Source: an optimization exercise on an open RTL-to-GDS flow (aim: small area). Production flows keep margins and buffers that such runs may drop.
Only simulation tests tie the RTL to the original design; equivalence was not proved.
Power is estimated from default activity; no workload was simulated.

== the baseline ==
==> flow/design.v <==
module meter_b (
    input  wire        clk,
    input  wire        rst,
    input  wire        rx_valid,
    input  wire [7:0]  rx_data,
    input  wire        clr_minmax,
    input  wire        tick,
    input  wire        cond_reset,
    input  wire [3:0]  cond1_index,
    input  wire [2:0]  cond1_cmp,
    input  wire [24:0] cond1_threshold,
    input  wire [15:0] cond1_duration,
    input  wire [3:0]  cond2_index,
    input  wire [2:0]  cond2_cmp,
    input  wire [24:0] cond2_threshold,
    input  wire [15:0] cond2_duration,
    input  wire [2:0]  rd_idx,
    output wire [24:0] rd_last,
    output wire [24:0] rd_min,
    output wire [24:0] rd_max,
    output reg         cond1_result,
    output reg         cond2_result,
    output reg  [15:0] good_count,
    output reg  [15:0] bad_count
);
    function slt;
        input [24:0] a, b;
        integer j;
        reg r;
        begin
            r = 1'b0;
            for (j = 0; j < 24; j = j + 1)
                r = (~a[j] & b[j]) | (~a[j] & r) | (b[j] & r);
            slt = (a[24] & ~b[24]) | (a[24] & r) | (~b[24] & r);
        end
    endfunction
    function uge16;
        input [15:0] a, b;
        integer j;
        reg r;
        begin
            r = 1'b1;
            for (j = 0; j < 16; j = j + 1)
                r = (a[j] & ~b[j]) | (a[j] & r) | (~b[j] & r);
            uge16 = r;
        end
    endfunction
    reg  [5:0] idx;      
    reg  [7:0] sum;      
    reg  [7:0] sum_n;
    reg  [8:0] sc;
    integer j;
    always @(*) begin
        sc[0] = 1'b0;
        for (j = 0; j < 8; j = j + 1) begin
            sum_n[j]  = sum[j] ^ rx_data[j] ^ sc[j];
            sc[j + 1] = (sum[j] & rx_data[j]) | (sum[j] & sc[j]) | (rx_data[j] & sc[j]);
        end
    end
    wire       idle   = (idx == 6'd0);
    wire       store  = rx_valid & ~idle;
    wire       lastb  = store & (idx == 6'd34);
    wire       ok     = (sum_n == 8'hFF);       
    wire       commit = lastb & ok;
    always @(posedge clk) begin
        if (rst)
            idx <= 6'd0;
        else if (rx_valid) begin
            if (idle) begin
                if (rx_data == 8'h55) idx <= 6'd1;
            end else if (idx == 6'd34)
                idx <= 6'd0;
            else
                idx <= idx + 6'd1;
        end
    end
    always @(posedge clk)
        if (rx_valid) sum <= idle ? 8'h55 : sum_n;
    reg  [7:0] bb [1:21];
    wire [7:0] wbyte = rst ? 8'h00 : rx_data;
    integer k;
    always @(posedge clk)
        for (k = 1; k <= 21; k = k + 1)
            if (rst | (store & (idx == k)))
                bb[k] <= wbyte;
    reg [4:0] t;        
    reg       ty_fr, ty_cnt, ty_tk, ty_rst;
    always @(posedge clk) begin
        if (rst | lastb | tick) begin
            t      <= 5'd0;
            ty_fr  <= ~rst & commit;
            ty_cnt <= rst | lastb;
            ty_tk  <= ~rst & tick;
            ty_rst <= rst;
        end else if (t != 5'd31)
            t <= t + 5'd1;
    end
    reg  cg, cb;       
    wire rot_c = ty_cnt & ~t[4];
    always @(posedge clk) begin
        if (rst | lastb) begin
            cg <= ~rst & ok;
            cb <= ~rst & ~ok;
        end else if (rot_c) begin
            good_count <= {~ty_rst & (good_count[0] ^ cg), good_count[15:1]};
            bad_count  <= {~ty_rst & (bad_count[0] ^ cb), bad_count[15:1]};
            cg <= cg & good_count[0];
            cb <= cb & bad_count[0];
        end
    end
    reg [23:0] last [0:6];
    integer q;
    always @(posedge clk)
        if (commit | (ty_rst & (t == 5'd0)))
            for (q = 0; q < 7; q = q + 1)
                last[q] <= {bb[3*q+1], bb[3*q+2], bb[3*q+3]};
    reg  [24:0] e_sum;
    reg  [24:0] eci, eco;      
    reg  [24:0] ea, eb;
    reg         ec8_q, ec16_q;
    integer m;
    always @(*) begin
        ea = {last[5][23], last[5]};
        eb = {last[6][23], last[6]};
        for (m = 0; m < 25; m = m + 1) begin
            if (m == 0)       eci[m] = 1'b0;
            else if (m == 8)  eci[m] = ec8_q;
            else if (m == 16) eci[m] = ec16_q;
            else              eci[m] = eco[m - 1];
            e_sum[m] = ea[m] ^ eb[m] ^ eci[m];
            eco[m]   = (ea[m] & eb[m]) | (ea[m] & eci[m]) | (eb[m] & eci[m]);
        end
    end
    always @(posedge clk) begin
        ec8_q  <= eco[7];
        ec16_q <= eco[15];
    end
    integer f;
    reg [23:0] max_u [0:2];    
    reg [22:0] max_s [3:6];    
    reg [23:0] max_e;          
    reg [23:0] min_s [3:6];    
    reg [24:0] min_e;          
    wire       early = (t[4:3] == 2'b00);
    wire [2:0] sel = ~early ? rd_idx :
                     ty_tk  ? (t[0] ? cond2_index[2:0] : cond1_index[2:0]) :
                     t[2:0];
    reg [24:0] L, MN, MX;
    always @(*) begin
        case (sel)
            3'd0: L = {1'b0, last[0]};
            3'd1: L = {1'b0, last[1]};
            3'd2: L = {1'b0, last[2]};
            3'd3: L = {last[3][23], last[3]};
            3'd4: L = {last[4][23], last[4]};
            3'd5: L = {last[5][23], last[5]};
            3'd6: L = {last[6][23], last[6]};
            default: L = e_sum;
        endcase
        case (sel)
            3'd0: MX = {1'b0, max_u[0]};
            3'd1: MX = {1'b0, max_u[1]};
            3'd2: MX = {1'b0, max_u[2]};
            3'd3: MX = {2'b00, max_s[3]};
            3'd4: MX = {2'b00, max_s[4]};
            3'd5: MX = {2'b00, max_s[5]};
            3'd6: MX = {2'b00, max_s[6]};
            default: MX = {1'b0, max_e};
        endcase
        case (sel)
            3'd3: MN = {min_s[3][23], min_s[3]};
            3'd4: MN = {min_s[4][23], min_s[4]};
            3'd5: MN = {min_s[5][23], min_s[5]};
            3'd6: MN = {min_s[6][23], min_s[6]};
            3'd7: MN = min_e;
            default: MN = 25'd0;
        endcase
    end
    assign rd_last = L;
    assign rd_min  = MN;
    assign rd_max  = MX;
    wire lt_min = slt(L, MN);
    wire gt_max = slt(MX, L);
    wire        clr  = rst | clr_minmax;
    wire [24:0] W    = clr ? 25'd0 : L;
    wire        mm   = early & ty_fr;
    wire [2:0]  d    = t[2:0];
    always @(posedge clk) begin
        for (f = 0; f < 3; f = f + 1)
            if (clr | (mm & (d == f) & gt_max)) max_u[f] <= W[23:0];
        for (f = 3; f < 7; f = f + 1) begin
            if (clr | (mm & (d == f) & gt_max)) max_s[f] <= W[22:0];
            if (clr | (mm & (d == f) & lt_min)) min_s[f] <= W[23:0];
        end
        if (clr | (mm & (d == 3'd7) & gt_max)) max_e <= W[23:0];
        if (clr | (mm & (d == 3'd7) & lt_min)) min_e <= W;
    end
    wire        c2    = t[0];
    wire [24:0] th    = c2 ? cond2_threshold : cond1_threshold;
    wire [2:0]  ccmp  = c2 ? cond2_cmp : cond1_cmp;
    wire        cbad  = c2 ? cond2_index[3] : cond1_index[3];
    wire        th_lt = slt(th, L);       
    wire        th_gt = slt(L, th);       
    reg         hit;
    always @(*) begin
        case (ccmp)
            3'd0:    hit = th_lt;
            3'd1:    hit = ~th_gt;
            3'd2:    hit = ~th_lt & ~th_gt;
            3'd3:    hit = ~th_lt;
            3'd4:    hit = th_gt;
            3'd5:    hit = th_lt | th_gt;
            default: hit = 1'b0;
        endcase
    end
    wire c = ~cbad & hit;
    reg [15:0] held1, held2;
    reg        pend1, pend2;
    reg        keep1, keep2, ch1, ch2;
    wire ge1 = uge16(held1, cond1_duration);
    wire ge2 = uge16(held2, cond2_duration);
    wire step1 = ty_tk & (t == 5'd0);
    wire step2 = ty_tk & (t == 5'd1);
    wire rot_h = (ty_tk | ty_rst) & (t[4] ^ t[3]);    
    always @(posedge clk) begin
        if (rst) begin
            cond1_result <= 1'b0; pend1 <= 1'b0; keep1 <= 1'b0;
        end else if (cond_reset) begin
            cond1_result <= 1'b0; pend1 <= 1'b1;
        end else if (step1) begin
            if (pend1 | ~c)
                cond1_result <= 1'b0;
            else if (ge1)
                cond1_result <= 1'b1;
            keep1 <= c & ~pend1;
            pend1 <= 1'b0;
        end
    end
    always @(posedge clk) begin
        if (rst) begin
            cond2_result <= 1'b0; pend2 <= 1'b0; keep2 <= 1'b0;
        end else if (cond_reset) begin
            cond2_result <= 1'b0; pend2 <= 1'b1;
        end else if (step2) begin
            if (pend2 | ~c)
                cond2_result <= 1'b0;
            else if (ge2)
                cond2_result <= 1'b1;
            keep2 <= c & ~pend2;
            pend2 <= 1'b0;
        end
    end
    always @(posedge clk) begin
        if (step1 | step2) begin
            ch1 <= 1'b1;
            ch2 <= 1'b1;
        end else if (rot_h) begin
            held1 <= {keep1 & (held1[0] ^ ch1), held1[15:1]};
            held2 <= {keep2 & (held2[0] ^ ch2), held2[15:1]};
            ch1   <= ch1 & held1[0];
            ch2   <= ch2 & held2[0];
        end
    end
endmodule
export LEC_CHECK = 0
export ABC_AREA = 1
export CAP_MARGIN = 20
export CORE_AREA = 2.3 2.72 253.3 253.2
export DIE_AREA = 0 0 256 256
export PLACE_DENSITY = 0.6
export SLEW_MARGIN = 20
create_clock -name core_clock -period 12.0 [get_ports {clk}]
standard.sh (not shown) runs the stock make flow with config.mk's settings and CLKGATE_MAP_FILE= SYNTH_SCRIPT=/design/flow/synth_recipe.tcl, a recipe that flattens the netlist after the stock synthesis.
==> flow/flow/run.sh <==
#!/bin/bash
# Layout flow: the standard ORFS flow, with three changes to how the
# layout is made:
#  - synthesis maps logic with an area-oriented ABC script (flow/abc_area.script);
#    the registers, their names and cells are those of the standard synthesis
#  - port buffers use the smallest buffer cell
#  - clock tree built from small clock buffers, without dummy loads
# Every tool's output goes to logs in this folder (make.log, orfs/logs/...).
set -euo pipefail
W=$PWD
rm -rf "$W/scripts_mod"
cp -r "$FLOW_HOME/scripts" "$W/scripts_mod"
cp "$W/flow/abc_area.script" "$W/scripts_mod/abc_area.script"

CTS="-sink_clustering_enable -repair_clock_nets -dont_use_dummy_load -buf_list sky130_fd_sc_hd__clkbuf_4 -sink_clustering_size 10 -sink_clustering_max_diameter 50"

make -C "$FLOW_HOME" DESIGN_CONFIG="$FLOW_CONFIG" WORK_HOME="$W/orfs" \
    CLKGATE_MAP_FILE= SYNTH_SCRIPT="$W/synth_recipe.tcl" \
    SCRIPTS_DIR="$W/scripts_mod" \
    BUFFER_PORTS_ARGS="-buffer_cell sky130_fd_sc_hd__buf_1" \
    CTS_ARGS="$CTS" \
    finish > "$W/make.log" 2>&1

R="$W/orfs/results/$FLOW_PLATFORM/meter_b/base"
: # left out here: write the final layout as DEF
==> flow/flow/abc_area.script <==
strash
&get -n
&dch -f
&nf -R 1000
&put
topo
diff inputs: the baseline => the candidate
diff --git a/flow/design.v b/flow/design.v
--- a/flow/design.v
+++ b/flow/design.v
@@ -142,12 +142,14 @@
     reg [23:0] min_s [3:6];    
     reg [24:0] min_e;          
     wire       early = (t[4:3] == 2'b00);
     wire [2:0] sel = ~early ? rd_idx :
                      ty_tk  ? (t[0] ? cond2_index[2:0] : cond1_index[2:0]) :
                      t[2:0];
+    wire        tks = early & ty_tk;           
+    wire [24:0] th  = t[0] ? cond2_threshold : cond1_threshold;
     reg [24:0] L, MN, MX;
     always @(*) begin
         case (sel)
             3'd0: L = {1'b0, last[0]};
             3'd1: L = {1'b0, last[1]};
             3'd2: L = {1'b0, last[2]};
@@ -172,18 +174,22 @@
             3'd4: MN = {min_s[4][23], min_s[4]};
             3'd5: MN = {min_s[5][23], min_s[5]};
             3'd6: MN = {min_s[6][23], min_s[6]};
             3'd7: MN = min_e;
             default: MN = 25'd0;
         endcase
+        if (tks) begin
+            MN = th;
+            MX = th;
+        end
     end
     assign rd_last = L;
     assign rd_min  = MN;
     assign rd_max  = MX;
-    wire lt_min = slt(L, MN);
-    wire gt_max = slt(MX, L);
+    wire lt_min = slt(L, MN);      
+    wire gt_max = slt(MX, L);      
     wire        clr  = rst | clr_minmax;
     wire [24:0] W    = clr ? 25'd0 : L;
     wire        mm   = early & ty_fr;
     wire [2:0]  d    = t[2:0];
     always @(posedge clk) begin
         for (f = 0; f < 3; f = f + 1)
@@ -193,17 +199,16 @@
             if (clr | (mm & (d == f) & lt_min)) min_s[f] <= W[23:0];
         end
         if (clr | (mm & (d == 3'd7) & gt_max)) max_e <= W[23:0];
         if (clr | (mm & (d == 3'd7) & lt_min)) min_e <= W;
     end
     wire        c2    = t[0];
-    wire [24:0] th    = c2 ? cond2_threshold : cond1_threshold;
     wire [2:0]  ccmp  = c2 ? cond2_cmp : cond1_cmp;
     wire        cbad  = c2 ? cond2_index[3] : cond1_index[3];
-    wire        th_lt = slt(th, L);       
-    wire        th_gt = slt(L, th);       
+    wire        th_lt = gt_max;           
+    wire        th_gt = lt_min;           
     reg         hit;
     always @(*) begin
         case (ccmp)
             3'd0:    hit = th_lt;
             3'd1:    hit = ~th_gt;
             3'd2:    hit = ~th_lt & ~th_gt;
### Flow results
Looking at fraction of layout instances using a drive strength above 1, the candidate sits 1.4 points above the baseline. | iteration count of the initial detailed-routing pass | the baseline vs the candidate | ≈ equal |. ~same total power in the candidate and the baseline. The candidate vs the baseline: non-clock buffer count up in the candidate. Measured against each other, the candidate and the baseline differ in post-synthesis instance total, the lower figure coming from the baseline. [compare] base=the baseline new=the candidate: cell area stayed essentially flat; achievable clock frequency fell by about 4%; wire length of the first global-routing pass stayed essentially flat; final cell count rose by 1.9%; total number of vias stayed essentially flat. Changes observed in the candidate relative to the baseline: largest stage delay on the critical path went up 30 ps, number of distinct library cell variants in the gate-level netlist after synthesis decreased 3, post-synth design cell area held steady.

========
Starts from the design.v that is shown in full above.
==> flow/config.mk <==
export PLATFORM = sky130hd
export DESIGN_NAME = meter_b
export DESIGN_NICKNAME = meter_b
export VERILOG_FILES = /design/flow/design.v
export SDC_FILE = /design/flow/constraint.sdc
export NUM_CORES = 4
export LEC_CHECK = 0
export ABC_AREA = 1
export CAP_MARGIN = 20
export CORE_AREA = 2.3 2.72 253.3 253.2
export DIE_AREA = 0 0 256 256
export PLACE_DENSITY = 0.6
export SLEW_MARGIN = 20
==> flow/constraint.sdc <==
create_clock -name core_clock -period 12.0 [get_ports {clk}]
set_input_delay 2.4000 -clock core_clock [delete_from_list [all_inputs] [get_ports {clk}]]
set_output_delay 2.4000 -clock core_clock [all_outputs]
set_load 0.01 [all_outputs]
==> flow/flow/abc_area.script <==
strash
&get -n
&deepsyn -T 20
&dch -f
&nf -R 1000
&put
topo
Scripts as last shown in full above: flow/flow/run.sh
Edit:
--- a/flow/design.v
+++ b/flow/design.v
@@ -142,12 +142,14 @@
     reg [23:0] min_s [3:6];    
     reg [24:0] min_e;          
     wire       early = (t[4:3] == 2'b00);
     wire [2:0] sel = ~early ? rd_idx :
                      ty_tk  ? (t[0] ? cond2_index[2:0] : cond1_index[2:0]) :
                      t[2:0];
+    wire        tks = early & ty_tk;           
+    wire [24:0] th  = t[0] ? cond2_threshold : cond1_threshold;
     reg [24:0] L, MN, MX;
     always @(*) begin
         case (sel)
             3'd0: L = {1'b0, last[0]};
             3'd1: L = {1'b0, last[1]};
             3'd2: L = {1'b0, last[2]};
@@ -172,18 +174,22 @@
             3'd4: MN = {min_s[4][23], min_s[4]};
             3'd5: MN = {min_s[5][23], min_s[5]};
             3'd6: MN = {min_s[6][23], min_s[6]};
             3'd7: MN = min_e;
             default: MN = 25'd0;
         endcase
+        if (tks) begin
+            MN = th;
+            MX = th;
+        end
     end
     assign rd_last = L;
     assign rd_min  = MN;
     assign rd_max  = MX;
-    wire lt_min = slt(L, MN);
-    wire gt_max = slt(MX, L);
+    wire lt_min = slt(L, MN);      
+    wire gt_max = slt(MX, L);      
     wire        clr  = rst | clr_minmax;
     wire [24:0] W    = clr ? 25'd0 : L;
     wire        mm   = early & ty_fr;
     wire [2:0]  d    = t[2:0];
     always @(posedge clk) begin
         for (f = 0; f < 3; f = f + 1)
@@ -193,17 +199,16 @@
             if (clr | (mm & (d == f) & lt_min)) min_s[f] <= W[23:0];
         end
         if (clr | (mm & (d == 3'd7) & gt_max)) max_e <= W[23:0];
         if (clr | (mm & (d == 3'd7) & lt_min)) min_e <= W;
     end
     wire        c2    = t[0];
-    wire [24:0] th    = c2 ? cond2_threshold : cond1_threshold;
     wire [2:0]  ccmp  = c2 ? cond2_cmp : cond1_cmp;
     wire        cbad  = c2 ? cond2_index[3] : cond1_index[3];
-    wire        th_lt = slt(th, L);       
-    wire        th_gt = slt(L, th);       
+    wire        th_lt = gt_max;           
+    wire        th_gt = lt_min;           
     reg         hit;
     always @(*) begin
         case (ccmp)
             3'd0:    hit = th_lt;
             3'd1:    hit = ~th_gt;
             3'd2:    hit = ~th_lt & ~th_gt;
=> Worst hold slack is worse by 0.011 ns; worst setup slack is worse by 0.67 ns; non-clock buffer count is higher by 5; clock-buffer cell count is lower by 1; final cell count is lower by 1.3%; total power is lower by 0.38%; routed wire length barely changes; cell area is lower by 0.82%; global-route usage is higher by 0.18 points; first-iteration DRC count is lower by 6.6%; fmax is lower by 6.8%.

-- re-timing with driven ports --
In the flow no input, the clock included, has a driving cell. The finished layouts below were timed again as built, in two steps. Step 1 assumes that a clkbuf_16 drives the clock port and a buf_2 every other input. Step 2 adds t to the input delays and takes it off the output delays; t is the mean of the earliest and latest rising clock arrival at the registers after step 1. Input paths then give back, and output paths get back, about the clock's delay inside the block. Slacks: no drivers / after step 1 / after step 2; pairs: no drivers / after step 1.
| run | t, ns | setup WS [ns] | worst setup path after step 2 | worst data-port slew with drivers (ns) | pins driven straight from the clock port |
|---|---|---|---|---|---|
| the baseline | 0.867 | 1.117 / 1.151 / 0.284 | input to register | 0.09 | 1 |
| the candidate | 0.883 | 0.683 / 0.713 / -0.170 | input to register | 0.05 | 1 |
| the first run of note 2 | 0.872 | 2.765 / 2.801 / 1.929 | input to register | 0.05 | 1 |
| the second run of note 2 | 0.891 | 2.092 / 2.127 / 1.236 | input to register | 0.06 | 1 |
Met with ideal ports but missed after step 2: setup timing in the candidate. For the second run of note 2, which loses most, drivers alone change the setup slack by +0.035 ns; drivers and shift together by -0.856 ns.
